Context: an optimization exercise on an open-source flow, tuned for small area, a short achievable clock period and few clock cycles per item. The choices shown serve that exercise and are no tape-out recipe.
In this exercise RTL edits were held to simulation tests only and were not proved equivalent to the original.
Power is estimated from default activity; no workload was simulated.

===== design.v =====
module pa_wave_rom (
    input  wire [2:0] sel,
    input  wire [7:0] idx,
    output reg  [7:0] low,
    output reg  [2:0] d0,
    output reg  [2:0] d1,
    output reg  [1:0] dh
);
    wire       h     = idx[7];
    wire [6:0] j     = idx[6:0];
    wire       jz    = (j == 7'd0);
    wire [6:0] q_a   = (j[6] & |j[5:0]) ? (7'd64 - {1'b0, j[5:0]}) : j;
    wire [6:0] q_b   = (h & (jz | (&j))) ? 7'd64 : {1'b0, j[6] ? ~j[5:0] : j[5:0]};
    wire       q_inv = h & !jz;
    wire       q_neg = j[6] ^ h;
    wire       hump  = (idx[7:6] == 2'b00);
    wire [7:0] k     = idx - 8'd64;
    wire [6:0] h_a   = (idx[5] & |idx[4:0]) ? (7'd64 - {1'b0, idx[5:0]}) : {1'b0, idx[5:0]};
    wire [6:0] g_a   = (k > 8'd96) ? (8'd192 - k) : k;
    wire [6:0] h_b   = {2'b00, idx[5] ? ~idx[4:0] : idx[4:0]};
    wire [6:0] g_b   = (k >= 8'd96) ? (8'd191 - k) : k;
    wire       a_neg = hump ? idx[5] : (k >= 8'd96);
    reg  [2:0] tid;
    reg  [6:0] a_lo, a_dl;
    reg        inv, neg;
    always @(*) begin
        if (sel[2] & !sel[1]) begin             
            tid  = hump ? 3'd3 : 3'd4;
            a_lo = hump ? h_a : g_a;
            a_dl = hump ? h_b : g_b;
            inv  = sel[0];
            neg  = a_neg ^ sel[0];
        end else begin                          
            tid  = sel[2] ? 3'd2 : {2'b00, sel[0]};
            a_lo = q_a;
            a_dl = q_b;
            inv  = q_inv;
            neg  = q_neg;
        end
    end
    wire [7:0] t_low;
    wire [5:0] t_dlt;
    pa_wave_tabs u_tabs (.a_lo({tid, a_lo}), .a_dl({tid, a_dl}), .low(t_low), .dlt(t_dlt));
    wire [7:0] s_low = inv ? ~t_low : t_low;
    wire [5:0] s_dlt = t_dlt ^ {neg, 2'b00, neg, 2'b00};
    always @(*) begin
        dh = 2'b00;
        d1 = 3'b000;
        case (sel)
            3'd2: begin                           
                low = {8{~idx[7]}};
                d0  = (&idx[6:0]) ? {idx[7], 2'b01} : 3'b000;
                if (&idx[6:0]) dh = idx[7] ? 2'b01 : 2'b10;
            end
            3'd3: begin                           
                low = idx;
                d0  = 3'b001;
                if (&idx) dh = 2'b10;
            end
            default: begin
                low = s_low;
                d0  = s_dlt[2:0];
                d1  = s_dlt[5:3];
            end
        endcase
    end
endmodule
module pa_interp (
    input  wire [7:0]  low,
    input  wire [2:0]  d0,
    input  wire [2:0]  d1,
    input  wire [1:0]  dh,
    input  wire [15:0] frac,
    output wire [23:0] value
);
    wire [16:0] m0 = d0[1] ? {frac, 1'b0} : d0[0] ? {1'b0, frac} : 17'd0;
    wire [16:0] m1 = d1[1] ? {frac, 1'b0} : d1[0] ? {1'b0, frac} : 17'd0;
    wire [15:0] m2 = (dh[0] | dh[1]) ? frac : 16'd0;
    wire [23:0] r0 = {7'd0, m0} ^ {24{d0[2]}};
    wire [23:0] r1 = {{5'd0, m1} ^ {22{d1[2]}}, 2'b00};
    wire [23:0] r2 = {m2 ^ {16{dh[1]}}, 8'd0};
    assign value = {low, 16'd0} + r0 + r1 + r2 +
                   {15'd0, dh[1], 5'd0, d1[2], 1'b0, d0[2]};
endmodule
module pa_wave_tabs(a_lo, a_dl, low, dlt);
  input [9:0] a_lo;
  wire [9:0] a_lo;
  input [9:0] a_dl;
  wire [9:0] a_dl;
  output [7:0] low;
  wire [7:0] low;
  output [5:0] dlt;
  wire [5:0] dlt;
  wire _0_;
  wire _100_;
  wire _101_;
  wire _102_;
  wire _103_;
  wire _104_;
  wire _105_;
  wire _106_;
  wire _107_;
  wire _108_;
  wire _109_;
  wire _10_;
  wire _110_;
  wire _111_;
  wire _112_;
  wire _113_;
  wire _114_;
  wire _115_;
  wire _116_;
  wire _117_;
  wire _118_;
  wire _119_;
  wire _11_;
  wire _120_;
  wire _121_;
  wire _122_;
  wire _123_;
  wire _124_;
  wire _125_;
  wire _126_;
  wire _127_;
  wire _128_;
  wire _129_;
  wire _12_;
  wire _130_;
  wire _131_;
  wire _132_;
  wire _133_;
  wire _134_;
  wire _135_;
  wire _136_;
  wire _137_;
  wire _138_;
  wire _139_;
  wire _13_;
  wire _140_;
  wire _141_;
  wire _142_;
  wire _143_;
  wire _144_;
  wire _145_;
  wire _146_;
  wire _147_;
  wire _148_;
  wire _149_;
  wire _14_;
  wire _150_;
  wire _151_;
  wire _152_;
  wire _153_;
  wire _154_;
  wire _155_;
  wire _156_;
  wire _157_;
  wire _158_;
  wire _159_;
  wire _15_;
  wire _160_;
  wire _161_;
  wire _162_;
  wire _163_;
  wire _164_;
  wire _165_;
  wire _166_;
  wire _167_;
  wire _168_;
  wire _169_;
  wire _16_;
  wire _170_;
  wire _171_;
  wire _172_;
  wire _173_;
  wire _174_;
  wire _175_;
  wire _176_;
  wire _177_;
  wire _178_;
  wire _179_;
  wire _17_;
  wire _180_;
  wire _181_;
  wire _182_;
  wire _183_;
  wire _184_;
  wire _185_;
  wire _186_;
  wire _187_;
  wire _188_;
  wire _189_;
  wire _18_;
  wire _190_;
  wire _191_;
  wire _192_;
  wire _193_;
  wire _194_;
  wire _195_;
  wire _196_;
  wire _197_;
  wire _198_;
  wire _199_;
  wire _19_;
  wire _1_;
  wire _200_;
  wire _201_;
  wire _202_;
  wire _203_;
  wire _204_;
  wire _205_;
  wire _206_;
  wire _207_;
  wire _208_;
  wire _209_;
  wire _20_;
  wire _210_;
  wire _211_;
  wire _212_;
  wire _213_;
  wire _214_;
  wire _215_;
  wire _216_;
  wire _217_;
  wire _218_;
  wire _219_;
  wire _21_;
  wire _220_;
  wire _221_;
  wire _222_;
  wire _223_;
  wire _224_;
  wire _225_;
  wire _226_;
  wire _227_;
  wire _228_;
  wire _229_;
  wire _22_;
  wire _230_;
  wire _231_;
  wire _232_;
  wire _233_;
  wire _234_;
  wire _235_;
  wire _236_;
  wire _237_;
  wire _238_;
  wire _239_;
  wire _23_;
  wire _240_;
  wire _241_;
  wire _242_;
  wire _243_;
  wire _244_;
  wire _245_;
  wire _246_;
  wire _247_;
  wire _248_;
  wire _249_;
  wire _24_;
  wire _250_;
  wire _251_;
  wire _252_;
  wire _253_;
  wire _254_;
  wire _255_;
  wire _256_;
  wire _257_;
  wire _258_;
  wire _259_;
  wire _25_;
  wire _260_;
  wire _261_;
  wire _262_;
  wire _263_;
  wire _264_;
  wire _265_;
  wire _266_;
  wire _267_;
  wire _268_;
  wire _269_;
  wire _26_;
  wire _270_;
  wire _271_;
  wire _272_;
  wire _273_;
  wire _274_;
  wire _275_;
  wire _276_;
  wire _277_;
  wire _278_;
  wire _279_;
  wire _27_;
  wire _280_;
  wire _281_;
  wire _282_;
  wire _283_;
  wire _284_;
  wire _285_;
  wire _286_;
  wire _287_;
  wire _288_;
  wire _289_;
  wire _28_;
  wire _290_;
  wire _291_;
  wire _292_;
  wire _293_;
  wire _294_;
  wire _295_;
  wire _296_;
  wire _297_;
  wire _298_;
  wire _299_;
  wire _29_;
  wire _2_;
  wire _300_;
  wire _301_;
  wire _302_;
  wire _303_;
  wire _304_;
  wire _305_;
  wire _306_;
  wire _307_;
  wire _308_;
  wire _309_;
  wire _30_;
  wire _310_;
  wire _311_;
  wire _312_;
  wire _313_;
  wire _314_;
  wire _315_;
  wire _316_;
  wire _317_;
  wire _318_;
  wire _319_;
  wire _31_;
  wire _320_;
  wire _321_;
  wire _322_;
  wire _323_;
  wire _324_;
  wire _325_;
  wire _326_;
  wire _327_;
  wire _328_;
  wire _329_;
  wire _32_;
  wire _330_;
  wire _331_;
  wire _332_;
  wire _333_;
  wire _334_;
  wire _335_;
  wire _336_;
  wire _337_;
  wire _338_;
  wire _339_;
  wire _33_;
  wire _340_;
  wire _341_;
  wire _342_;
  wire _343_;
  wire _344_;
  wire _345_;
  wire _346_;
  wire _347_;
  wire _348_;
  wire _349_;
  wire _34_;
  wire _350_;
  wire _351_;
  wire _352_;
  wire _353_;
  wire _354_;
  wire _355_;
  wire _356_;
  wire _357_;
  wire _358_;
  wire _359_;
  wire _35_;
  wire _360_;
  wire _361_;
  wire _362_;
  wire _363_;
  wire _364_;
  wire _365_;
  wire _366_;
  wire _367_;
  wire _368_;
  wire _369_;
  wire _36_;
  wire _370_;
  wire _371_;
  wire _372_;
  wire _373_;
  wire _374_;
  wire _375_;
  wire _376_;
  wire _377_;
  wire _378_;
  wire _379_;
  wire _37_;
  wire _380_;
  wire _381_;
  wire _382_;
  wire _383_;
  wire _384_;
  wire _385_;
  wire _386_;
  wire _387_;
  wire _388_;
  wire _389_;
  wire _38_;
  wire _390_;
  wire _391_;
  wire _392_;
  wire _393_;
  wire _394_;
  wire _395_;
  wire _396_;
  wire _397_;
  wire _398_;
  wire _399_;
  wire _39_;
  wire _3_;
  wire _400_;
  wire _401_;
  wire _402_;
  wire _403_;
  wire _404_;
  wire _405_;
  wire _406_;
  wire _407_;
  wire _408_;
  wire _409_;
  wire _40_;
  wire _410_;
  wire _411_;
  wire _412_;
  wire _413_;
  wire _414_;
  wire _415_;
  wire _416_;
  wire _417_;
  wire _418_;
  wire _419_;
  wire _41_;
  wire _420_;
  wire _421_;
  wire _422_;
  wire _423_;
  wire _424_;
  wire _425_;
  wire _426_;
  wire _427_;
  wire _428_;
  wire _429_;
  wire _42_;
  wire _430_;
  wire _431_;
  wire _432_;
  wire _433_;
  wire _434_;
  wire _435_;
  wire _436_;
  wire _437_;
  wire _438_;
  wire _439_;
  wire _43_;
  wire _440_;
  wire _441_;
  wire _442_;
  wire _443_;
  wire _444_;
  wire _445_;
  wire _446_;
  wire _447_;
  wire _448_;
  wire _449_;
  wire _44_;
  wire _450_;
  wire _45_;
  wire _46_;
  wire _47_;
  wire _48_;
  wire _49_;
  wire _4_;
  wire _50_;
  wire _51_;
  wire _52_;
  wire _53_;
  wire _54_;
  wire _55_;
  wire _56_;
  wire _57_;
  wire _58_;
  wire _59_;
  wire _5_;
  wire _60_;
  wire _61_;
  wire _62_;
  wire _63_;
  wire _64_;
  wire _65_;
  wire _66_;
  wire _67_;
  wire _68_;
  wire _69_;
  wire _6_;
  wire _70_;
  wire _71_;
  wire _72_;
  wire _73_;
  wire _74_;
  wire _75_;
  wire _76_;
  wire _77_;
  wire _78_;
  wire _79_;
  wire _7_;
  wire _80_;
  wire _81_;
  wire _82_;
  wire _83_;
  wire _84_;
  wire _85_;
  wire _86_;
  wire _87_;
  wire _88_;
  wire _89_;
  wire _8_;
  wire _90_;
  wire _91_;
  wire _92_;
  wire _93_;
  wire _94_;
  wire _95_;
  wire _96_;
  wire _97_;
  wire _98_;
  wire _99_;
  wire _9_;
  assign _416_ = ~a_lo[9];
  assign _415_ = ~(a_lo[2] | a_lo[3]);
  assign _414_ = a_lo[0] | a_lo[1];
  assign _413_ = _415_ & ~(_414_);
  assign _412_ = a_lo[4] | a_lo[5];
  assign _411_ = _412_ | a_lo[6];
  assign _410_ = _413_ & ~(_411_);
  assign low[7] = _410_ | _416_;
  assign _409_ = _413_ & ~(a_lo[4]);
  assign _408_ = a_lo[5] & ~(_409_);
  assign _407_ = _408_ | a_lo[6];
  assign _406_ = ~a_lo[7];
  assign _405_ = ~a_lo[5];
  assign _404_ = ~a_lo[1];
  assign _403_ = a_lo[2] | a_lo[3];
  assign _402_ = _404_ & ~(_403_);
  assign _401_ = a_lo[4] & ~(_402_);
  assign _400_ = _405_ & ~(_401_);
  assign _399_ = ~(a_lo[2] | a_lo[1]);
  assign _398_ = a_lo[2] & a_lo[1];
  assign _397_ = _398_ | _399_;
  assign _396_ = ~((_397_ | a_lo[3]) & a_lo[4]);
  assign _395_ = _396_ & ~(a_lo[5]);
  assign _394_ = ~(_395_ | _400_);
  assign _393_ = ~((_394_ & _406_) | _407_);
  assign _392_ = _393_ & ~(a_lo[8]);
  assign _391_ = ~(a_lo[0] ^ a_lo[2]);
  assign _390_ = a_lo[3] & ~(_391_);
  assign _389_ = a_lo[3] & ~(_399_);
  assign _388_ = _389_ | _390_;
  assign _387_ = ~((_388_ & _406_) | _412_);
  assign _386_ = a_lo[4] & a_lo[5];
  assign _385_ = _386_ & ~(_402_);
  assign _384_ = _385_ | a_lo[6];
  assign _383_ = ~a_lo[8];
  assign _382_ = ~a_lo[2];
  assign _381_ = a_lo[0] & a_lo[1];
  assign _380_ = _382_ & ~(_381_);
  assign _379_ = a_lo[3] & ~(_380_);
  assign _378_ = _379_ | _412_;
  assign _377_ = ~((_378_ & a_lo[7]) | _383_);
  assign _376_ = ~((_384_ | _387_) & _377_);
  assign _375_ = ~(_376_ & _416_);
  assign low[6] = ~((_375_ | _392_) & (_407_ | low[7]));
  assign _374_ = ~a_lo[4];
  assign _373_ = _402_ | _374_;
  assign _372_ = a_lo[1] ? a_lo[2] : _391_;
  assign _371_ = _372_ | a_lo[3];
  assign _370_ = _371_ & ~(_373_);
  assign _369_ = a_lo[9] & ~(a_lo[6]);
  assign _368_ = a_lo[5] | ~(a_lo[4]);
  assign _367_ = ~(_368_ & _369_);
  assign _366_ = _367_ | _370_;
  assign _365_ = _374_ & ~(_379_);
  assign _364_ = _398_ | a_lo[3];
  assign _363_ = _364_ & _365_;
  assign _362_ = _400_ & ~(_363_);
  assign _361_ = ~(_362_ & a_lo[7]);
  assign _360_ = ~_398_;
  assign _359_ = ~(a_lo[0] & a_lo[1]);
  assign _358_ = a_lo[2] & ~(_359_);
  assign _357_ = _389_ & ~(_358_);
  assign _356_ = _371_ & ~(_357_);
  assign _355_ = _381_ | _415_;
  assign _354_ = _356_ & ~(_355_);
  assign _353_ = _360_ & ~(_354_);
  assign _352_ = _390_ | a_lo[5];
  assign _351_ = ~a_lo[3];
  assign _350_ = _399_ | _351_;
  assign _349_ = a_lo[5] & ~(a_lo[4]);
  assign _348_ = ~_349_;
  assign _347_ = _350_ & ~(_348_);
  assign _346_ = ~(a_lo[7] | a_lo[6]);
  assign _345_ = ~(_346_ & _368_);
  assign _344_ = _373_ & ~(_345_);
  assign _343_ = _344_ & ~(_347_);
  assign _342_ = ~((_352_ | _353_) & _343_);
  assign _341_ = ~((_342_ & _361_) | _383_);
  assign _340_ = _415_ & ~(_381_);
  assign _339_ = _340_ & ~(a_lo[4]);
  assign _338_ = ~((_339_ | _405_) & (_365_ | _394_));
  assign _337_ = _413_ & ~(_349_);
  assign _336_ = _374_ & ~(_413_);
  assign _335_ = _336_ | _406_;
  assign _334_ = ~(a_lo[8] | a_lo[6]);
  assign _333_ = ~((_335_ | _337_) & _334_);
  assign _332_ = ~((_338_ & _406_) | _333_);
  assign _331_ = _332_ | a_lo[9];
  assign low[5] = ~((_331_ | _341_) & (_366_ | _409_));
  assign _330_ = ~_346_;
  assign _329_ = _358_ | a_lo[3];
  assign _328_ = ~((_329_ | _399_) & a_lo[4]);
  assign _327_ = _328_ & ~(_405_);
  assign _326_ = ~((_353_ | a_lo[4]) & _327_);
  assign _325_ = a_lo[1] & a_lo[3];
  assign _324_ = a_lo[0] | ~(a_lo[2]);
  assign _323_ = ~(_324_ & _325_);
  assign _322_ = ~(a_lo[0] | a_lo[1]);
  assign _321_ = _381_ | _322_;
  assign _320_ = ~((_321_ | a_lo[3]) & _323_);
  assign _319_ = ~(a_lo[0] & a_lo[3]);
  assign _318_ = _382_ & ~(_319_);
  assign _317_ = _318_ | ~(_336_);
  assign _316_ = ~((_317_ | _320_) & (_340_ | _374_));
  assign _315_ = ~(_316_ & _405_);
  assign _314_ = ~((_315_ & _326_) | _330_);
  assign _313_ = a_lo[2] ? _404_ : _381_;
  assign _312_ = _313_ & ~(_351_);
  assign _311_ = _312_ | a_lo[4];
  assign _310_ = _351_ & ~(_313_);
  assign _309_ = ~(_310_ | _311_);
  assign _308_ = _309_ | ~(_395_);
  assign _307_ = ~((_308_ & a_lo[7]) | _383_);
  assign _306_ = _307_ & ~(_314_);
  assign _305_ = _391_ | _351_;
  assign _304_ = _305_ & ~(_389_);
  assign _303_ = ~(a_lo[2] & a_lo[3]);
  assign _302_ = ~(_349_ & _303_);
  assign _301_ = _364_ | _374_;
  assign _300_ = ~_303_;
  assign _299_ = ~((_300_ & a_lo[4]) | a_lo[5]);
  assign _298_ = ~(_299_ & _301_);
  assign _297_ = ~((_298_ | _363_) & (_340_ | _302_));
  assign _296_ = a_lo[7] & ~(a_lo[6]);
  assign _295_ = ~_296_;
  assign _294_ = ~((_412_ & _413_) | _295_);
  assign _293_ = ~((_294_ & _304_) | (_297_ & _346_));
  assign _292_ = ~((_293_ | a_lo[8]) & _416_);
  assign _291_ = ~((_347_ | _370_) & _408_);
  assign _290_ = ~a_lo[6];
  assign _289_ = _409_ | a_lo[5];
  assign _288_ = ~((_289_ | a_lo[3]) & _290_);
  assign _287_ = _291_ & ~(_288_);
  assign _286_ = _402_ & ~(_412_);
  assign _285_ = _286_ | _290_;
  assign _284_ = ~(_285_ & a_lo[9]);
  assign low[4] = ~((_284_ | _287_) & (_292_ | _306_));
  assign _283_ = ~a_lo[0];
  assign _282_ = a_lo[0] & a_lo[2];
  assign _281_ = a_lo[1] & ~(_282_);
  assign _280_ = ~((_281_ & a_lo[3]) | (_303_ & _283_));
  assign _279_ = _280_ & ~(_404_);
  assign _278_ = _374_ & ~(_322_);
  assign _277_ = _278_ & ~(_279_);
  assign _276_ = ~(_277_ | _365_);
  assign _275_ = _380_ | ~(_414_);
  assign _274_ = ~(_275_ | _329_);
  assign _273_ = a_lo[2] & ~(_381_);
  assign _272_ = _273_ | _274_;
  assign _271_ = a_lo[5] & ~(_401_);
  assign _270_ = ~((_272_ | _276_) & _271_);
  assign _269_ = a_lo[1] & ~(a_lo[2]);
  assign _268_ = a_lo[3] & ~(a_lo[0]);
  assign _267_ = _303_ & ~(_268_);
  assign _266_ = ~((_267_ | _269_) & a_lo[4]);
  assign _265_ = ~((_266_ | _310_) & _405_);
  assign _264_ = ~((_265_ | _309_) & _406_);
  assign _263_ = _270_ & ~(_264_);
  assign _262_ = ~((_412_ | _403_) & a_lo[7]);
  assign _261_ = _262_ | ~(_372_);
  assign _260_ = ~(_261_ & _334_);
  assign _259_ = _391_ | a_lo[1];
  assign _258_ = ~(a_lo[0] | a_lo[2]);
  assign _257_ = _404_ ? a_lo[0] : _258_;
  assign _256_ = _257_ | ~(_259_);
  assign _255_ = _256_ | _282_;
  assign _254_ = _255_ & ~(_399_);
  assign _253_ = _276_ | ~(_254_);
  assign _252_ = a_lo[1] | a_lo[3];
  assign _251_ = _252_ & ~(_388_);
  assign _250_ = a_lo[4] & ~(_251_);
  assign _249_ = _405_ & ~(_250_);
  assign _248_ = ~((_249_ & _253_) | _406_);
  assign _247_ = _397_ | _351_;
  assign _246_ = _283_ & ~(_402_);
  assign _245_ = _247_ ? _246_ : a_lo[0];
  assign _244_ = ~(_245_ | _412_);
  assign _243_ = a_lo[2] & ~(a_lo[0]);
  assign _242_ = _243_ ^ _404_;
  assign _241_ = _242_ & ~(a_lo[3]);
  assign _240_ = _374_ & ~(_325_);
  assign _239_ = _240_ & ~(_241_);
  assign _238_ = _252_ & ~(_243_);
  assign _237_ = _238_ & ~(_379_);
  assign _236_ = a_lo[4] & ~(_237_);
  assign _235_ = ~((_236_ | _239_) & a_lo[5]);
  assign _234_ = _301_ | ~(_321_);
  assign _233_ = ~((_234_ | a_lo[5]) & _346_);
  assign _232_ = _233_ | ~(_235_);
  assign _231_ = ~((_232_ | _244_) & a_lo[8]);
  assign _230_ = ~((_231_ | _248_) & (_260_ | _263_));
  assign _229_ = a_lo[5] & ~(_379_);
  assign _228_ = _229_ & _370_;
  assign _227_ = ~((_289_ | a_lo[2]) & (_348_ | _356_));
  assign _226_ = ~((_227_ | _228_) & _290_);
  assign _225_ = a_lo[5] | ~(a_lo[6]);
  assign _224_ = ~(_225_ | _402_);
  assign _223_ = ~((_224_ & _365_) | _416_);
  assign low[3] = ~((_223_ & _226_) | (_230_ & _416_));
  assign _222_ = _402_ | ~(_321_);
  assign _221_ = ~(_222_ & _294_);
  assign _220_ = ~(a_lo[4] & a_lo[3]);
  assign _219_ = a_lo[3] & ~(_256_);
  assign _218_ = _219_ | a_lo[5];
  assign _217_ = ~((_218_ & _412_) | (_254_ & _220_));
  assign _216_ = ~((_320_ & _349_) | _330_);
  assign _215_ = ~((_217_ | _327_) & _216_);
  assign _214_ = ~((_215_ & _221_) | a_lo[8]);
  assign _213_ = a_lo[0] & ~(_364_);
  assign _212_ = _213_ | _266_;
  assign _211_ = ~((_277_ | _365_) & (_321_ | _300_));
  assign _210_ = ~((_211_ & _212_) | a_lo[5]);
  assign _209_ = _391_ & ~(a_lo[3]);
  assign _208_ = _209_ & ~(_399_);
  assign _207_ = _268_ | a_lo[4];
  assign _206_ = _209_ | _322_;
  assign _205_ = _206_ | _312_;
  assign _204_ = ~((_205_ | _374_) & (_207_ | _208_));
  assign _203_ = _274_ | _374_;
  assign _202_ = _281_ | _351_;
  assign _201_ = ~((_202_ & _336_) | a_lo[5]);
  assign _200_ = ~((_201_ & _203_) | (_204_ & a_lo[5]));
  assign _199_ = ~((_200_ & _346_) | _383_);
  assign _198_ = ~((_210_ | _406_) & _199_);
  assign _197_ = ~(_198_ & _416_);
  assign _196_ = a_lo[9] & ~(_285_);
  assign _195_ = _312_ | _373_;
  assign _194_ = ~((_372_ & _351_) | _195_);
  assign _193_ = _358_ | a_lo[4];
  assign _192_ = ~((_193_ | _320_) & a_lo[5]);
  assign _191_ = ~((_192_ | _194_) & (_289_ | a_lo[1]));
  assign _190_ = ~((_191_ & _369_) | (_196_ & _362_));
  assign low[2] = ~((_197_ | _214_) & _190_);
  assign _189_ = ~(a_lo[0] | a_lo[3]);
  assign _188_ = a_lo[4] & ~(_189_);
  assign _187_ = ~(_256_ | _282_);
  assign _186_ = ~((_187_ & _351_) | (_388_ & _360_));
  assign _185_ = _323_ & ~(_207_);
  assign _184_ = ~((_185_ & _371_) | (_186_ & _188_));
  assign _183_ = _243_ | _374_;
  assign _182_ = _183_ & _195_;
  assign _181_ = ~(_189_ | _258_);
  assign _180_ = ~((_240_ & _181_) | _406_);
  assign _179_ = ~((_182_ | _354_) & _180_);
  assign _178_ = ~((_184_ | _330_) & _179_);
  assign _177_ = ~((_255_ | a_lo[3]) & (_304_ | _398_));
  assign _176_ = ~((_177_ & _283_) | (_324_ & _404_));
  assign _175_ = ~((_176_ | _318_) & a_lo[4]);
  assign _174_ = ~(a_lo[4] | a_lo[3]);
  assign _173_ = ~(_346_ & a_lo[5]);
  assign _172_ = ~((_174_ & _259_) | _173_);
  assign _171_ = ~((_172_ & _175_) | (_178_ & _405_));
  assign _170_ = _267_ & ~(_320_);
  assign _169_ = ~(_170_ | _183_);
  assign _168_ = ~((_169_ | _277_) & _405_);
  assign _167_ = _246_ & _247_;
  assign _166_ = _269_ | _258_;
  assign _165_ = _166_ | _329_;
  assign _164_ = _350_ & ~(_374_);
  assign _163_ = ~((_164_ & _165_) | _405_);
  assign _162_ = ~((_167_ | _317_) & _163_);
  assign _161_ = ~((_162_ & _168_) | a_lo[7]);
  assign _160_ = a_lo[0] | ~(a_lo[7]);
  assign _159_ = ~((_160_ | _286_) & _334_);
  assign _158_ = ~((_159_ | _161_) & (_171_ | _383_));
  assign _157_ = ~((_234_ & _396_) | _219_);
  assign _156_ = _243_ & ~(_404_);
  assign _155_ = ~((_156_ | _267_) & (_364_ | _283_));
  assign _154_ = ~((_155_ | a_lo[4]) & a_lo[5]);
  assign _153_ = _325_ & _282_;
  assign _152_ = ~((_153_ | _283_) & (_246_ | a_lo[4]));
  assign _151_ = ~((_152_ | a_lo[5]) & (_154_ | _157_));
  assign _150_ = ~(_151_ & _290_);
  assign _149_ = _251_ | _311_;
  assign _148_ = _328_ & ~(_225_);
  assign _147_ = ~((_148_ & _149_) | _416_);
  assign low[1] = ~((_147_ & _150_) | (_158_ & _416_));
  assign _146_ = _255_ | a_lo[3];
  assign _145_ = _153_ | _374_;
  assign _144_ = ~((_242_ & a_lo[3]) | _145_);
  assign _143_ = a_lo[3] & ~(_321_);
  assign _142_ = ~((_143_ | a_lo[4]) & a_lo[5]);
  assign _141_ = ~((_144_ & _146_) | _142_);
  assign _140_ = _205_ & ~(_143_);
  assign _139_ = _280_ & ~(_412_);
  assign _138_ = _346_ & ~(_139_);
  assign _137_ = ~((_140_ | _368_) & _138_);
  assign _136_ = _137_ | _141_;
  assign _135_ = ~(_279_ | _302_);
  assign _134_ = ~((_135_ | _385_) & _324_);
  assign _133_ = _300_ & ~(_281_);
  assign _132_ = _257_ | _412_;
  assign _131_ = _268_ | _368_;
  assign _130_ = ~((_131_ | _166_) & (_132_ | _133_));
  assign _129_ = _130_ | ~(_134_);
  assign _128_ = ~(_188_ & _403_);
  assign _127_ = _128_ | _143_;
  assign _126_ = _350_ & ~(_156_);
  assign _125_ = _126_ | _207_;
  assign _124_ = _125_ & ~(a_lo[5]);
  assign _123_ = _124_ & _127_;
  assign _122_ = ~((_123_ | _406_) & (_129_ | _330_));
  assign _121_ = _383_ & ~(_410_);
  assign _120_ = ~((_121_ & _136_) | (_122_ & a_lo[8]));
  assign _119_ = _276_ | ~(_155_);
  assign _118_ = a_lo[9] & ~(_225_);
  assign _117_ = _118_ & ~(_236_);
  assign _116_ = _386_ & ~(_390_);
  assign _115_ = ~(_116_ & _146_);
  assign _114_ = ~_273_;
  assign _113_ = _351_ ? _114_ : _242_;
  assign _112_ = ~((_414_ & _415_) | _145_);
  assign _111_ = _336_ | a_lo[5];
  assign _110_ = ~((_111_ | _112_) & _369_);
  assign _109_ = ~((_113_ & _349_) | _110_);
  assign _108_ = ~((_109_ & _115_) | (_117_ & _119_));
  assign low[0] = ~((_120_ | a_lo[9]) & _108_);
  assign _107_ = ~(a_dl[7] | a_dl[6]);
  assign _106_ = ~a_dl[4];
  assign _105_ = ~(a_dl[2] | a_dl[0]);
  assign _104_ = ~(a_dl[2] ^ a_dl[0]);
  assign _103_ = ~((_104_ | a_dl[1]) & a_dl[3]);
  assign _102_ = ~((_103_ | _105_) & _106_);
  assign _101_ = ~((_102_ | a_dl[5]) & _107_);
  assign _100_ = ~(a_dl[2] | a_dl[1]);
  assign _99_ = a_dl[3] & ~(_100_);
  assign _98_ = ~a_dl[1];
  assign _97_ = a_dl[0] | ~(a_dl[2]);
  assign _96_ = ~((_97_ | _98_) & _106_);
  assign _95_ = ~((_96_ | _99_) & a_dl[7]);
  assign _94_ = a_dl[8] & ~(a_dl[9]);
  assign _93_ = ~(_94_ & _95_);
  assign dlt[4] = _101_ & ~(_93_);
  assign _92_ = a_dl[9] & ~(a_dl[6]);
  assign _91_ = ~_92_;
  assign _90_ = ~(a_dl[1] | a_dl[3]);
  assign _89_ = a_dl[2] | a_dl[0];
  assign _88_ = _89_ | a_dl[5];
  assign _87_ = _90_ & ~(_88_);
  assign _86_ = _87_ & ~(_91_);
  assign _85_ = ~_86_;
  assign _84_ = a_dl[2] & a_dl[0];
  assign _83_ = ~((_84_ & a_dl[1]) | a_dl[3]);
  assign _82_ = _83_ & a_dl[2];
  assign _81_ = ~(a_dl[2] | a_dl[3]);
  assign _80_ = a_dl[4] & ~(_81_);
  assign _79_ = _80_ & ~(_82_);
  assign _78_ = ~a_dl[3];
  assign _77_ = a_dl[2] | ~(a_dl[0]);
  assign _76_ = ~((_97_ | _98_) & _77_);
  assign _75_ = ~((_76_ | _100_) & _78_);
  assign _74_ = ~(_75_ | _96_);
  assign _73_ = _74_ | _79_;
  assign _72_ = _73_ | _101_;
  assign _71_ = a_dl[0] & ~(a_dl[2]);
  assign _70_ = _71_ | ~(_99_);
  assign _69_ = a_dl[4] & ~(_70_);
  assign _68_ = ~((_69_ | _95_) & a_dl[8]);
  assign _67_ = _72_ & ~(_68_);
  assign _66_ = _67_ | a_dl[9];
  assign _65_ = a_dl[3] & ~(_71_);
  assign _64_ = a_dl[2] & ~(a_dl[0]);
  assign _63_ = ~((_64_ & a_dl[1]) | _71_);
  assign _62_ = _98_ ? _84_ : _64_;
  assign _61_ = ~((_62_ | _90_) & _63_);
  assign _60_ = ~((_61_ & _65_) | a_dl[4]);
  assign _59_ = a_dl[5] & ~(_60_);
  assign _58_ = _90_ & ~(_77_);
  assign _57_ = _59_ & ~(_58_);
  assign _56_ = _57_ | ~(_107_);
  assign _55_ = ~a_dl[7];
  assign _54_ = _78_ & ~(_63_);
  assign _53_ = _54_ | _102_;
  assign _52_ = a_dl[4] & ~(_105_);
  assign _51_ = ~((_65_ | _83_) & _52_);
  assign _50_ = _51_ & ~(a_dl[5]);
  assign _49_ = ~((_50_ & _53_) | a_dl[6]);
  assign _48_ = ~((_49_ & _87_) | _55_);
  assign _47_ = _48_ | a_dl[8];
  assign _46_ = a_dl[6] | a_dl[9];
  assign _45_ = _46_ | _47_;
  assign _44_ = _56_ & ~(_45_);
  assign dlt[3] = ~((_44_ | _66_) & _85_);
  assign _43_ = ~a_dl[9];
  assign _42_ = ~(a_dl[1] & a_dl[3]);
  assign _41_ = _105_ & ~(_42_);
  assign _40_ = ~(a_dl[4] | a_dl[5]);
  assign _39_ = ~((_40_ & _41_) | _56_);
  assign _38_ = ~((_39_ | _47_) & _43_);
  assign _37_ = ~((_70_ & _80_) | _95_);
  assign _36_ = _50_ & _53_;
  assign _35_ = _36_ | a_dl[6];
  assign _34_ = ~a_dl[5];
  assign _33_ = _74_ | _34_;
  assign _32_ = ~_84_;
  assign _31_ = ~((_42_ | _32_) & _79_);
  assign _30_ = _31_ & ~(_33_);
  assign _29_ = ~((_30_ | _35_) & _55_);
  assign _28_ = _29_ & ~(_37_);
  assign _27_ = a_dl[8] & ~(_28_);
  assign _26_ = _92_ & ~(_87_);
  assign _25_ = _71_ & ~(_42_);
  assign _24_ = ~(_41_ | _54_);
  assign _23_ = ~((_24_ | _106_) & (_25_ | _96_));
  assign _22_ = ~(a_dl[6] & a_dl[9]);
  assign _21_ = _22_ | ~(_23_);
  assign _20_ = _21_ & ~(_26_);
  assign dlt[2] = ~((_27_ | _38_) & _20_);
  assign _19_ = a_dl[3] & ~(_25_);
  assign _18_ = _84_ ? a_dl[1] : _89_;
  assign _17_ = a_dl[0] & ~(_81_);
  assign _16_ = ~((_17_ | _98_) & (_18_ | a_dl[3]));
  assign _15_ = a_dl[0] & ~(_16_);
  assign _14_ = _19_ | ~(_15_);
  assign _13_ = ~((_90_ & _64_) | (_104_ & _106_));
  assign _12_ = ~(_13_ & a_dl[5]);
  assign _11_ = _14_ & ~(_12_);
  assign _10_ = _64_ | _98_;
  assign _9_ = a_dl[0] & ~(a_dl[3]);
  assign _8_ = a_dl[4] & ~(a_dl[5]);
  assign _7_ = ~((_9_ | _10_) & _8_);
  assign _6_ = ~(_7_ | _82_);
  assign _5_ = ~((_6_ & _16_) | _87_);
  assign _4_ = _5_ & ~(_11_);
  assign _3_ = ~_4_;
  assign _2_ = _65_ & ~(_62_);
  assign _1_ = ~((_18_ & _63_) | a_dl[3]);
  assign _0_ = _1_ | _106_;
  assign _450_ = _99_ & ~(_102_);
  assign _449_ = _34_ & ~(_450_);
  assign _448_ = ~((_0_ | _2_) & _449_);
  assign _447_ = ~(_42_ | _84_);
  assign _446_ = _106_ & ~(_105_);
  assign _445_ = ~(_446_ & _61_);
  assign _444_ = ~((_445_ | _447_) & (_6_ | _40_));
  assign _443_ = _105_ | ~(_99_);
  assign _442_ = _443_ & _79_;
  assign _441_ = ~((_442_ | _33_) & _107_);
  assign _440_ = _441_ | _36_;
  assign _439_ = _444_ & ~(_440_);
  assign _438_ = _15_ | ~(_80_);
  assign _437_ = ~((_62_ | _99_) & _106_);
  assign _436_ = _437_ & ~(_55_);
  assign _435_ = ~(_436_ & _438_);
  assign _434_ = ~((_435_ | _37_) & a_dl[8]);
  assign _433_ = ~((_434_ | _439_) & (_448_ | _47_));
  assign dlt[1] = ~((_433_ | _38_) & (_3_ | _91_));
  assign _432_ = _98_ & ~(_104_);
  assign _431_ = _432_ ^ _78_;
  assign _430_ = _431_ | _106_;
  assign _429_ = _430_ & _59_;
  assign _428_ = _448_ & ~(_429_);
  assign _427_ = _19_ | a_dl[4];
  assign _426_ = _75_ & ~(_427_);
  assign _425_ = ~((_32_ | _98_) & _52_);
  assign _424_ = ~((_443_ & _79_) | _425_);
  assign _423_ = ~((_424_ | _426_) & a_dl[5]);
  assign _422_ = ~((_423_ & _444_) | a_dl[6]);
  assign _421_ = _435_ & _94_;
  assign _420_ = ~((_422_ | a_dl[7]) & _421_);
  assign _419_ = ~((_4_ | _91_) & _21_);
  assign _418_ = _420_ & ~(_419_);
  assign dlt[0] = ~((_428_ | _45_) & _418_);
  assign _417_ = ~(_94_ & a_dl[5]);
  assign dlt[5] = ~((_417_ | _72_) & _85_);
endmodule
module pa_fconv #(
    parameter integer KP = 2,           
    parameter integer KF = 6            
) (
    input  wire        clk,
    input  wire        rst,
    input  wire        start,      
    input  wire        is_period,  
    input  wire        is_set,     
    input  wire [31:0] arg,        
    output wire        last,       
    output reg         fin,        
    output reg         fin_set,    
    output wire [23:0] result      
);
    localparam integer KM = (KF > KP) ? KF : KP;
    localparam integer NQ = 24 + KM - 1;          
    localparam [46:0] B = 47'd72057594037927;
    reg          it;         
    reg          per;        
    reg  [4:0]   cyc;        
    reg          sp;         
    reg          sp_max;     
    reg  [23:0]  den;        
    reg  [23:0]  rem;
    reg [NQ-1:0] nq;         
    wire        f_sign = arg[31];
    wire [7:0]  f_exp  = arg[30:23];
    wire [23:0] f_m    = {1'b1, arg[22:0]};
    wire        f_nan  = (&f_exp) && (|arg[22:0]);
    reg         s_sp, s_max;
    reg  [4:0]  s_cyc;
    reg  [2:0]  s_pad;
    reg  [23:0] keep;        
    integer j, n;
    always @(*) begin
        s_cyc = 5'd0;
        s_pad = 3'd0;
        if (!is_period) begin
            s_sp  = f_nan | f_sign | (f_exp >= 8'd136) | (f_exp <= 8'd111);
            s_max = !f_nan & !f_sign & (f_exp >= 8'd136);
            for (n = 0; n < 24; n = n + 1)
                if (f_exp[4:0] == ((112 + n) % 32)) begin
                    s_cyc = n / KF + 1;
                    s_pad = (KF - 1) - (n % KF);
                end
            for (j = 0; j < 24; j = j + 1)
                keep[j] = (f_exp >= 135 - j);
        end else begin
            s_sp  = f_nan | f_sign | (f_exp >= 8'd142) | (f_exp <= 8'd117);
            s_max = !f_nan & (f_sign | (f_exp <= 8'd117));
            for (n = 0; n < 24; n = n + 1)
                if (f_exp[4:0] == ((141 - n) % 32)) begin
                    s_cyc = n / KP + 1;
                    s_pad = (KP - 1) - (n % KP);
                end
            for (j = 0; j < 24; j = j + 1)
                keep[j] = (f_exp <= 118 + j);
        end
    end
    wire [46:0] x_f = {17'd0, f_m[23:18], f_m[17:0], 6'd0};    
    wire [46:0] x_p = B;
    wire [46:0] x   = (is_period ? x_p : x_f) & {23'h7fffff, keep};
    wire [46:0] x_s = x >> s_pad;
    wire [NQ+22:0] x_q = {x, {(KM-1){1'b0}}} >> s_pad;
    assign last = it & (cyc == 5'd1);
    localparam integer KP2 = KP / 2;
    wire [25:0]   d1 = {2'b00, den};
    wire [25:0]   d2 = {1'b0, den, 1'b0};
    reg  [23:0]   pr [0:KP2];
    reg [NQ-1:0]  pq [0:KP2];
    reg  [25:0]   py;
    reg  [26:0]   p1, p2, p3;
    integer i;
    always @(*) begin
        pr[0] = rem;
        pq[0] = nq;
        for (i = 0; i < KP2; i = i + 1) begin
            py = {pr[i], pq[i][NQ-1:NQ-2]};
            p1 = {1'b0, py} - {1'b0, d1};
            p2 = {1'b0, py} - {1'b0, d2};
            p3 = {1'b0, py} - {1'b0, d1} - {1'b0, d2};
            if (!p3[26])      begin pr[i+1] = p3[23:0]; pq[i+1] = {pq[i][NQ-3:0], 2'd3}; end
            else if (!p2[26]) begin pr[i+1] = p2[23:0]; pq[i+1] = {pq[i][NQ-3:0], 2'd2}; end
            else if (!p1[26]) begin pr[i+1] = p1[23:0]; pq[i+1] = {pq[i][NQ-3:0], 2'd1}; end
            else              begin pr[i+1] = py[23:0]; pq[i+1] = {pq[i][NQ-3:0], 2'd0}; end
        end
    end
    localparam integer KF2 = KF / 2;
    reg  [6:0]    fr [0:KF2];
    reg [NQ-1:0]  fq [0:KF2];
    reg  [8:0]    fy;
    integer f;
    always @(*) begin
        fr[0] = rem[6:0];
        fq[0] = nq;
        for (f = 0; f < KF2; f = f + 1) begin
            fy = {fr[f], fq[f][NQ-1:NQ-2]};
            if (fy >= 9'd375)      begin fr[f+1] = fy - 9'd375; fq[f+1] = {fq[f][NQ-3:0], 2'd3}; end
            else if (fy >= 9'd250) begin fr[f+1] = fy - 9'd250; fq[f+1] = {fq[f][NQ-3:0], 2'd2}; end
            else if (fy >= 9'd125) begin fr[f+1] = fy - 9'd125; fq[f+1] = {fq[f][NQ-3:0], 2'd1}; end
            else                   begin fr[f+1] = fy[6:0];     fq[f+1] = {fq[f][NQ-3:0], 2'd0}; end
        end
    end
    always @(posedge clk) begin
        if (rst) begin
            it  <= 1'b0;
            fin <= 1'b0;
        end else begin
            fin <= 1'b0;
            if (!it)
                it <= start;
            else if (cyc == 5'd1) begin
                it  <= 1'b0;
                fin <= 1'b1;
            end
        end
        if (!it) begin
            sp      <= s_sp;
            sp_max  <= s_max;
            fin_set <= is_set;
            per     <= is_period;
            cyc     <= s_sp ? 5'd1 : s_cyc;
            den     <= f_m;
            rem     <= x_s[46:24];
            nq      <= x_q[NQ-1:0];
        end else begin
            rem <= per ? pr[KP2] : {17'd0, fr[KF2]};
            nq  <= per ? pq[KP2] : fq[KF2];
            cyc <= cyc - 5'd1;
        end
    end
    wire [23:0] q = nq[23:0];
    assign result = sp ? (sp_max ? 24'h800000 : 24'd1) :
                    (q[23] & |q[22:0]) ? 24'h800000 :
                    (q == 24'd0) ? 24'd1 : q;
endmodule
module phase_accumulator #(
    parameter integer CONV_KP = 2,    
    parameter integer CONV_KF = 6     
) (
    input  wire        clk,
    input  wire        rst,           
    input  wire        tick_valid,
    output wire        tick_ready,
    input  wire        cmd_valid,
    output wire        cmd_ready,
    input  wire [7:0]  cmd_op,
    input  wire [31:0] cmd_arg,
    output reg         rsp_valid,
    output reg         rsp_err,
    output reg  [31:0] rsp_data
);
    localparam [3:0] K_ZERO  = 4'd0;
    localparam [3:0] K_VALUE = 4'd1;
    localparam [3:0] K_CNT   = 4'd2;
    localparam [3:0] K_INC   = 4'd3;
    localparam [3:0] K_HALF  = 4'd4;
    localparam [3:0] K_ERR   = 4'd5;
    localparam [3:0] K_MINF  = 4'd8;    
    localparam [3:0] K_MAXF  = 4'd9;
    localparam [3:0] K_MINP  = 4'd10;
    localparam [3:0] K_MAXP  = 4'd11;
    reg [23:0] cnt;
    reg [23:0] inc;
    reg [2:0]  sel;
    reg        crdy;
    reg        trdy;
    assign cmd_ready  = crdy;
    assign tick_ready = trdy;
    wire cfire = cmd_valid & crdy;
    wire tfire = tick_valid & trdy;
    reg       d_set_inc, d_set_cnt, d_tick, d_rst_ph, d_set_wave, d_conv;
    reg [3:0] d_kind;
    always @(*) begin
        d_set_inc = 1'b0; d_set_cnt = 1'b0; d_tick = 1'b0; d_rst_ph = 1'b0;
        d_set_wave = 1'b0; d_conv = 1'b0;
        d_kind = K_ZERO;
        case (cmd_op)
            8'h01: d_set_inc  = 1'b1;
            8'h02: d_kind     = K_INC;
            8'h03: d_set_cnt  = 1'b1;
            8'h04: d_kind     = K_CNT;
            8'h05: d_tick     = 1'b1;
            8'h06: d_rst_ph   = 1'b1;
            8'h07: d_kind     = K_HALF;
            8'h10: d_kind     = K_VALUE;
            8'h11: d_set_wave = 1'b1;
            8'h20, 8'h21, 8'h22, 8'h23: d_conv = 1'b1;
            8'h24: d_kind     = K_MINF;
            8'h25: d_kind     = K_MAXF;
            8'h26: d_kind     = K_MINP;
            8'h27: d_kind     = K_MAXP;
            default: d_kind   = K_ERR;
        endcase
    end
    wire        cv_last, cv_fin, cv_fin_set;
    wire [23:0] cv_result;
    pa_fconv #(.KP(CONV_KP), .KF(CONV_KF)) u_fconv (
        .clk       (clk),
        .rst       (rst),
        .start     (cfire & d_conv),
        .is_period (cmd_op[0]),
        .is_set    (cmd_op[1]),
        .arg       (cmd_arg),
        .last      (cv_last),
        .fin       (cv_fin),
        .fin_set   (cv_fin_set),
        .result    (cv_result)
    );
    wire        cv_wr   = cv_fin & cv_fin_set;
    wire [23:0] inc_eff = cv_wr ? cv_result : inc;
    wire [23:0] sum1 = cnt + inc_eff;
    wire [23:0] sum2 = cnt + {inc_eff[22:0], 1'b0};
    wire        c_tick = cfire & d_tick;
    always @(posedge clk) begin
        if (rst) begin
            cnt  <= 24'd0;
            inc  <= 24'd0;
            sel  <= 3'd0;
            crdy <= 1'b1;
            trdy <= 1'b1;
        end else begin
            if (cfire & d_set_cnt)
                cnt <= cmd_arg[23:0];
            else if (cfire & d_rst_ph)
                cnt <= 24'd0;
            else if (tfire & c_tick)
                cnt <= sum2;
            else if (tfire | c_tick)
                cnt <= sum1;
            if (cfire & d_set_inc)
                inc <= cmd_arg[23:0];
            else if (cv_wr)
                inc <= cv_result;
            if (cfire & d_set_wave)
                sel <= (cmd_arg <= 32'd6) ? cmd_arg[2:0] : 3'd0;
            if (cfire & d_conv) begin
                crdy <= 1'b0;
                trdy <= !cmd_op[1];
            end else if (cv_last) begin
                crdy <= 1'b1;
                trdy <= 1'b1;
            end
        end
    end
    reg        r0_v;
    reg [3:0]  r0_k;
    reg        p1_v;
    reg        p1_val;
    reg        p1_err;
    reg [31:0] p1_d;
    wire [7:0]  w_low;
    wire [2:0]  w_d0, w_d1;
    wire [1:0]  w_dh;
    pa_wave_rom u_rom (.sel(sel), .idx(cnt[23:16]), .low(w_low),
                       .d0(w_d0), .d1(w_d1), .dh(w_dh));
    reg [31:0] rd;
    always @(*) begin
        case (r0_k)
            K_VALUE: rd = {w_low, w_d0, w_d1, w_dh, cnt[15:0]};
            K_CNT:   rd = {8'd0, cnt};
            K_INC:   rd = {8'd0, inc};
            K_HALF:  rd = {31'd0, (cnt > 24'h800000)};
            K_MINF:  rd = 32'h387A0000;
            K_MAXF:  rd = 32'h43FA0000;
            K_MINP:  rd = 32'h3B03126F;
            K_MAXP:  rd = 32'h4683126F;
            default: rd = 32'd0;
        endcase
    end
    wire [23:0] value;
    pa_interp u_interp (.low(p1_d[31:24]), .d0(p1_d[23:21]), .d1(p1_d[20:18]),
                        .dh(p1_d[17:16]), .frac(p1_d[15:0]), .value(value));
    always @(posedge clk) begin
        if (rst) begin
            r0_v      <= 1'b0;
            p1_v      <= 1'b0;
            rsp_valid <= 1'b0;
        end else begin
            r0_v      <= cfire & !d_conv;
            p1_v      <= r0_v;
            rsp_valid <= p1_v | cv_fin;
        end
        r0_k   <= d_kind;
        p1_val <= (r0_k == K_VALUE);
        p1_err <= (r0_k == K_ERR);
        p1_d   <= rd;
        if (cv_fin) begin
            rsp_err  <= 1'b0;
            rsp_data <= cv_fin_set ? 32'd0 : {8'd0, cv_result};
        end else begin
            rsp_err  <= p1_err;
            rsp_data <= p1_val ? {8'd0, value} : p1_d;
        end
    end
endmodule

===== flow/run.sh =====
#!/bin/bash
set -euo pipefail
bash standard.sh 'BUFFER_PORTS_ARGS=-buffer_cell sky130_fd_sc_hd__buf_2' SETUP_SLACK_MARGIN=7 finish > standard_flow.log 2>&1

===== standard.sh =====
#!/bin/bash
# synth_recipe.tcl (not shown) runs the flow's synth.tcl, then flattens the netlist and writes it again
# the make line also repeats each setting of config.mk as NAME=value (left out here)
make -C /OpenROAD-flow-scripts/flow DESIGN_CONFIG=/design/flow/config.mk WORK_HOME=/design/flow/orfs CLKGATE_MAP_FILE= SYNTH_SCRIPT=/design/flow/synth_recipe.tcl "${@:-finish}"

===== config.mk =====
export PLATFORM = sky130hd
export DESIGN_NAME = phase_accumulator
export DESIGN_NICKNAME = phase_accumulator
export VERILOG_FILES = /design/flow/design.v
export SDC_FILE = /design/flow/constraint.sdc
export NUM_CORES = 4
export LEC_CHECK = 0
export CAP_MARGIN = 20
export CORE_MARGIN = 2
export CORE_UTILIZATION = 30
export PLACE_DENSITY = 0.5
export SETUP_SLACK_MARGIN = 5
export SLEW_MARGIN = 20
export SYNTH_MEMORY_MAX_BITS = 32768

===== constraint.sdc =====
create_clock -name core_clock -period 12.0 [get_ports {clk}]
set_input_delay 2.4000 -clock core_clock [delete_from_list [all_inputs] [get_ports {clk}]]
set_output_delay 2.4000 -clock core_clock [all_outputs]
set_load 0.01 [all_outputs]

==> notes.md, run 1 <==
Clock Power Share between 30% and 40%; number of flops mapped to enable cells by yosys 27; CTS root buffer clkbuf_16; Cell Int Power 1.91 mW; pre-CTS setup slack 5850 ps; largest net degree at the start of global routing 60; dpl hpwl about 65000 um; CP top delay family compound AO/OA/AOI/OAI gates; Placer Congestion 0.908; Max Clock Freq 0.190 GHz; latest clock arrival within the worst-skew pair 630 ps; final hold violation count 0; GRT overflow 0; total core area 77300 um2; CP Class reg2reg; CP Max Fanout 5; RSZ-0062 raised after global routing true; crit path cell chain inv_2, ha_4, nor2b_4, o31a_1, o41ai_2, o21ai_1, or4_4, a41o_4, nand2_2, o21ai_2, xor2_1, ha_1, a21o_1, a211o_4, a2111oi_4, nor3_4, a31oi_4, nor2b_4, a2111o_1, nand2_2, mux2i_1, o22ai_1, a21oi_1; Metal-1 WL between 40000 and 50000 um; CTS Hold Buffers Added 0; Avg WL per Cell 21.1 um; number of H-tree levels 1; Startpoint Class flip-flop; Cell Area, Synth 23400 um2; synthesis-to-finish area growth 17.9%; r2r startpoint u_fconv.den[1]; Crit path required time roughly 13000 ps; Initial Util between 30% and 40%; R2R cell count 23; first-pass GRT wire length 136000 um; Post-DRT Antenna Nets 0; Setup crit end kind flip-flop; syn_area_per_cell 7.50 um2; Worst Path Buf+Inv 1; Hold/Removal Path Class reg2reg; Max Cap Viol 0; met2 routed WL 38700 um; Post-Synthesis Net Count 3392; Port Buffer Count 79; Die Span Y roughly 280 um; Crit path depth 23; Filler cells a little over 8000; logic gate share of total power 42.5%; Placed Instances 4091; WP data arrival approximately 5800 ps; vias in the first global route 22400; post-synthesis cell count 3118; clock buffer depth 3; R2R Setup Slk 6730 ps; # rows ~100; final wirelength slightly below 90000 um; Worst Max-Slew Pin Slew around 1200 ps; DR vias/cell 5.69; critical path launch point u_fconv.den[1]; CTS clock-pin slew for the worst setup and hold paths about 60 ps; Switching Share 39.8%; total CTS buffers 31; Primary FF master, synth dfxtp_1; relative slew slack 17.4%; number of library cell types mapped by synthesis 108; Synth Register Bits 214; Worst VDD drop 0.127 mV; synth warn 7; First DRT Iteration DRCs 2550; Seq/Total Area, Yosys 19.5%; DRC viols 0; sequential share of power 26.1%; CP max-delay cell or4_4; reg-to-reg critical path endpoint u_fconv.rem[0]; crit path time final 5270 ps; Final Power 3.18 mW; Post-Layout Cell Count 4230; final-stage net count 3439; GRT Overall Usage a little over a fifth; Clock Sink Count 214; CTS tree built; crit path to u_fconv.rem[0]; net switching power 1.27 mW; Fin Setup TNS 0 ps; IO Pins 80; layout cell share with drive strength beyond 1 16.6%; drt pass-1 iters 6; status finished clean; DR WL met3 6050 um; Finish-stage setup viols 0; asr flop ratio synth 0%; worst setup margin around 6700 ps; Final Skew about 57 ps; P_leak 11.5 nW; Die ar. 80200 um2; via count about 24000; Max Slew Vio Count 0; slowest stage delay, CP 450 ps; antenna violations before repair 4; Cell Pwr Density between 100 and 150 nW/um2; Top Layer Used met4; DIE WIDTH about 280 um; Tcrit/Tclk final between 40% and 50%
==> area by class of cell <==
| type | instances | area (um2) | share of cell area [%] |
|---|---|---|---|
| flip-flops and latches | 214 | 4620 | 16.7 |
| multi-input cells | 2598 | 18700 | 67.6 |
| repair buffers | 196 | 1410 | 5.12 |
| diodes | 2 | 5.00 | 0.0181 |
| inverters | 124 | 484 | 1.76 |
| well taps | 1040 | 1300 | 4.72 |
| clock inverters | 14 | 203 | 0.735 |
| clock buffers | 42 | 898 | 3.26 |
==> sequential cells by signal (all words and copies together), names as in the netlist, 3 cells and up <==
register / count
cnt: 24
inc: 24
p1_d: 32
r0_k: 4
rsp_data: 32
sel: 3
u_fconv.cyc: 5
u_fconv.den: 23
u_fconv.nq: 29
u_fconv.rem: 24
==> timing repair <==
item | 4_1_cts | 5_1_grt
pin swaps | 38 | 30
buffers inserted | 41 | 35
resized for setup | 151 | 116
hold endpoints to repair | 0 | 0
endpoints found under the setup margin | 58 | 57
cloned | 5 | 0
==> power by group through the flow <==
stage          clock network [mW]  registers, mW  logic (mW)
5_1_grt                      1.05          0.833        1.47
2_1_floorplan                   0          0.801       0.905
3_5_place_dp                    0          0.839        1.16
4_1_cts                      1.02          0.826        1.25
6_report                     1.00          0.829        1.35
3_3_place_gp                    0          0.838        1.18
==> synth_stat cells, types with 25 or more instances <==
| cell | number | area share, % |
|---|---|---|
| inv_1 | 116 | 1.9 |
| dfxtp_1 | 187 | 16 |
| and2_1 | 34 | 0.91 |
| xor2_1 | 45 | 1.7 |
| nor2_1 | 323 | 5.2 |
| nand3_1 | 67 | 1.4 |
| o21ai_0 | 234 | 5.0 |
| mux2i_1 | 112 | 4.8 |
| o21a_1 | 27 | 0.87 |
| o22ai_1 | 25 | 0.67 |
| a211oi_1 | 67 | 2.2 |
| a21o_1 | 53 | 1.7 |
| nand2b_1 | 44 | 1.2 |
| nor3_1 | 85 | 1.8 |
| fa_1 | 27 | 2.3 |
| nor2b_1 | 42 | 1.1 |
| nor4_1 | 26 | 0.70 |
| o21bai_1 | 27 | 0.87 |
| edfxtp_1 | 27 | 3.5 |
| nand2_1 | 276 | 4.4 |
| a21oi_1 | 267 | 5.7 |
| xnor2_1 | 136 | 5.1 |
| a22oi_1 | 49 | 1.6 |
| a31oi_1 | 38 | 1.0 |
| o31ai_1 | 27 | 0.87 |
| ha_1 | 203 | 11 |
| o211ai_1 | 29 | 0.93 |
| clkbuf_1 | 164 | 2.6 |
==> worst register-to-register path: stages, from the launching register on <==
cell       delay (ps)
edfxtp_1          420
inv_2             110
ha_4              200
nor2b_4           120
o31a_1            270
o41ai_2           260
o21ai_1           130
or4_4             450
a41o_4            270
nand2_2            80
o21ai_2            50
xor2_1            160
ha_1              330
a21o_1            200
a211o_4           350
a2111oi_4         250
nor3_4             90
a31oi_4           230
nor2b_4            80
a2111o_1          430
nand2_2           120
mux2i_1           260
o22ai_1           130
a21oi_1           190
==> layer usage <==
metal,global-route usage [%],vias to the layer above
met1,31.1,11500
met4,5.67,0
met2,32.4,929
met3,2.52,111
li1,-,11500
met5,0,-
==> layout by cell type (no fill, tap or decap), types with 19 or more instances in the layout <==
master and instances:
o211ai_1 29, o21bai_1 26, nor2b_1 36, xor2_1 43, nor4_1 21, o21ai_0 207, dfxtp_2 27, a21oi_1 240
mux2_2 21, nor3_1 79, and3_1 21, ha_1 194, o22ai_1 25, or3_1 19, nand2_1 269, a22oi_1 49
nor2_1 318, o21a_1 24, clkbuf_16 32, or2_2 21, a31oi_1 28, buf_2 79, buf_4 102, mux2i_1 107
a21oi_2 28, inv_1 108, nand2b_1 44, nand3_1 66, a211oi_1 55, a21o_1 52, o21ai_1 29, and2_1 32
edfxtp_1 27, dfxtp_1 152, fa_1 26, xnor2_1 131
==> how the worst min path moves through the flow <==
stage | start | end | slack (ps) | cells after the start
after floorplan | p1_v | rsp_valid | 410 | 2
after global placement | r0_v | p1_v | 420 | 1
after detailed placement | r0_v | p1_v | 430 | 1
after CTS | r0_v | p1_v | 450 | 1
after global routing | r0_v | p1_v | 460 | 1
final | r0_v | p1_v | 440 | 1
==> metrics by stage <==
stage	area [um2]	utilization, %	hold slack [ps]
after floorplan	23400	-	411
after global placement	24700	32.0	424
after detailed placement	24700	32.0	432
after CTS	26800	34.6	446
after global routing	27600	35.7	463
final	27600	35.7	440
==> cell families after synthesis <==
kind of cell / share of synthesized area, %
AOI/OAI and AO/OA: 29.1
and+or+nand+nor: 20.2
buffers and inverters: 5.09
adders and majority gates: 13.2
DFF: 19.5
xor gates and xnor gates: 7.06
muxes: 5.85
Testbench counts, summed over its fixed seeds: cycles 35,512, cmds 24,000.
==> run 2, diff against run 1 <==
==> flow/run.sh (replaced) <==
#!/bin/bash
set -euo pipefail
bash standard.sh SETUP_SLACK_MARGIN=7 finish > standard_flow.log 2>&1
==> run 2 against run 1 <==
First-iteration DRC count decreased by 16%. Clock power fell by 8%. Cell area is 1.3% higher. Critical path depth is 1 lower. Cell count is essentially flat. Non-clock buffer count grew 3. Maximum frequency grew 1.1%. Total power decreased by 2.8%.
==> notes.md, run 2 <==
total CTS buffers 29 (-6.5%); leading registers by flop count p1_d (32), rsp_data (32), u_fconv.nq (29); DR vias/cell 5.67 (-0.42%); Tcrit/Tclk final 43.4% (-0.49 points); number of H-tree levels 1 (unchanged); most frequent cells in the layout 317 x nor2_1, 267 x nand2_1, 244 x a21oi_1, 208 x o21ai_0, 193 x ha_1; drt pass-1 iters 6 (unchanged); synthesis-to-finish area growth 19.5%; R2R Setup Slk 6790 ps (+60 ps); R2R cell count 22 (-4.3%); WP data arrival 5720 ps (-80 ps); Primary FF master, synth dfxtp_1; Startpoint Class flip-flop; mux cell area share after synthesis 5.85% (unchanged); final hold slack 452 ps (+11.8 ps); IO Pins 80 (unchanged); post-route cell area 27900 um2 (+1.3%); GRT Overall Usage 21.0% (-0.23 points); Cell Pwr Density 111 nW/um2 (-4.1%); Initial Util 30.2% (unchanged); CP max-delay cell or4_4; total core area 77300 um2 (unchanged); Finish-stage setup viols 0 (unchanged); DIE WIDTH 283 um (unchanged); status finished clean; Final Skew 24.3 ps (-32.3 ps); Synth Area in Simple Gates 20.2% (unchanged); Hold/Removal Path Class reg2reg; layout cell share with drive strength beyond 1 14.4% (-2.2 points); Fin Setup TNS 0 ps (unchanged); Setup crit end kind flip-flop; CP Class reg2reg; Placed Instances 4096 (+0.12%); synthesized-area fraction occupied by adder cells 13.2% (unchanged); Post-Layout Cell Count 4231 (+0.024%); Seq/Total Area, Yosys 19.5% (unchanged); placed inst area 25200 um2 (+1.7%); First DRT Iteration DRCs 2142 (-16%); Compound-Gate Fraction of Synth Area 29.1% (unchanged); slowest stage delay, CP 450 ps (about the same); clock buffer depth 3 (unchanged); vias in the first global route 22500 (+0.45%); Post-DRT Antenna Nets 0 (unchanged); dpl hpwl 64900 um (-0.28%); ANT cells 0 (-2); cell taking the most area after synthesis dfxtp_1; crit path cell chain inv_2, ha_4, nor2b_4, o31a_1, o41ai_4, o21ai_2, or4_4, a41o_4, a21o_1, a21oi_2, xnor2_2, ha_2, o21a_1, a2111oi_4, nor3_2, a31oi_2, nor2b_2, a2111o_1, nand2_2, mux2i_1, o22ai_1, a21oi_1; Worst VDD drop 0.112 mV (-12%); # rows 102 (unchanged); CTS root buffer clkbuf_16; Max Slew Vio Count 0 (unchanged); DRC viols 0 (unchanged); Final Power 3.09 mW (-2.8%); Core Util, Final 36.1% (+0.46 points); crit path time final 5210 ps (-58.9 ps); Area contributors post-synth dfxtp_1 16%, ha_1 11%, a21oi_1 5.7%; Post-Synthesis Net Count 3392 (unchanged); Max Cap Viol 0 (unchanged); share of the synthesized area in the top cell type 16.0% (unchanged); Clock Sink Count 214 (unchanged); Die ar. 80200 um2 (unchanged); Worst Max-Slew Pin Slew 1250 ps (+20.7 ps); via count 24000 (-0.40%); P_leak 11.4 nW (-0.52%); Avg WL per Cell 20.9 um (-0.87%); Crit path required time 12510 ps (-30 ps); Port Buffer Count 79 (unchanged); final hold violation count 0 (unchanged); synth warn 7 (unchanged); Placer Congestion 0.898 (-1.1%); WHS Path Cells 1 (unchanged); Die Span Y 283 um (unchanged); RSZ-0062 raised after global routing true; CTS tree built; first-pass GRT wire length 136000 um (-0.45%); CP Max Fanout 5 (unchanged); Synth Register Bits 214 (unchanged); asr flop ratio synth 0% (unchanged); GRT overflow 0 (unchanged); final wirelength 88600 um (-0.85%); XOR/XNOR Fraction of Synth Area 7.06% (unchanged); syn_area_per_cell 7.50 um2 (unchanged); synth cell count leaders 323 x nor2_1, 276 x nand2_1, 267 x a21oi_1; CTS clock-pin slew for the worst setup and hold paths 60 ps (about the same); commonest non-fill, non-tap cell in the layout nor2_1; Max Clock Freq 0.192 GHz (+1.1%); number of library cell types mapped by synthesis 108 (unchanged); number of flops mapped to enable cells by yosys 27 (unchanged); latest clock arrival within the worst-skew pair 610 ps (-20 ps); worst setup margin 6790 ps (+58.9 ps); largest net degree at the start of global routing 60 (unchanged); largest family of logic cells by synthesized area compound AO/OA/AOI/OAI gates; final-stage net count 3442 (+0.087%); relative slew slack 16.0% (-1.4 points); post-synthesis cell count 3118 (unchanged); Cell Area, Synth 23400 um2 (unchanged); pre-CTS setup slack 5820 ps (-23.4 ps); top-count cell post-synth nor2_1; antenna violations before repair 1 (-3)
-- run 2: cell counts after synthesis --
No cell type changed its count.
-- run 2: critical path: cells and delay by family, from the launching register on --
kind | cells | cell delay [ps]
compound gates | 12 | 2870
simple gates | 5 | 870
fa+ha+maj | 2 | 500
flops | 1 | 410
mux | 1 | 230
xor+xnor | 1 | 140
buf+inv | 1 | 100
-- run 2: cell type report --
class | count | area [um2]
clock buffer | 37 | 786
tap | 1040 | 1300
sequential | 214 | 4650
clock inverter | 17 | 204
fill | 8211 | 49400
timing repair inverter | 1 | 5.00
inverter | 124 | 490
timing repair buffer | 199 | 1840
multi-input combinational | 2599 | 18700
-- run 2: kinds of logic (layout without fill, tap and decap cells) --
family,after synthesis,in the layout
and+or+nand+nor,1012,1013
AOI/OAI and AO/OA,1035,1037
buffers and inverters,308,378
muxes,134,134
xor gates and xnor gates,185,185
DFF,214,214
adders and majority gates,230,230
-- run 2: power by group --
group          internal (mW)  switching, mW
clock network          0.534          0.383
registers              0.761         0.0719
logic                  0.540          0.800
-- run 2: path summary, 6_finish.rpt --
| path | startpoint | end |
|---|---|---|
| min | r0_v | p1_v |
| max | u_fconv.den[1] | u_fconv.rem[0] |
| max reg2reg | u_fconv.den[1] | u_fconv.rem[0] |
| min reg2reg | r0_v | p1_v |
-- run 2: repair_timing --
action,in CTS,in global routing
gates resized for setup,166,119
pin swaps,40,31
hold buffers,0,0
endpoints found under the setup margin,68,79
cloned,4,3
buffers inserted,36,38
-- run 2: per-layer routing --
| layer | routed length, um | global-route usage, % | up-vias |
|---|---|---|---|
| met4 | 1880 | 4.40 | 0 |
| met3 | 5620 | 2.62 | 115 |
| li1 | - | - | 11500 |
| met2 | 39600 | 33.6 | 822 |
| met5 | 0 | 0 | - |
| met1 | 41400 | 29.9 | 11500 |

[afterwards: timing with drivers on the ports]
The results above use ideal ports. As a check the final layouts listed here were re-extracted and re-timed, cells and wires unchanged.
Step 1 (the two cells are an assumption about what drives the block):
set clk [get_ports {clk}]
set_driving_cell -lib_cell sky130_fd_sc_hd__clkbuf_16 $clk
set_driving_cell -lib_cell sky130_fd_sc_hd__buf_2 [delete_from_list [all_inputs] $clk]
Step 2 times the ports against the registers' clock, not the clock port: input delays grow and output delays shrink by t, the midpoint of the rising clock arrivals with the driver on.
a / b / c = no drivers / after step 1 / after step 2; a / b = the first two.
run	t (ns)	setup WS [ns]	hold WS [ns]	worst setup path after step 2	pins driven straight from the clock port
run 1	0.666	6.732 / 6.732 / 6.697	0.440 / 0.440 / 0.440	input to register	1
run 2	0.659	6.791 / 6.791 / 6.648	0.452 / 0.452 / 0.452	input to register	1
After both steps setup and hold are still met in every run listed. For run 2, which loses most, drivers alone change the setup slack by 0.000 ns; drivers and shift together by -0.143 ns.
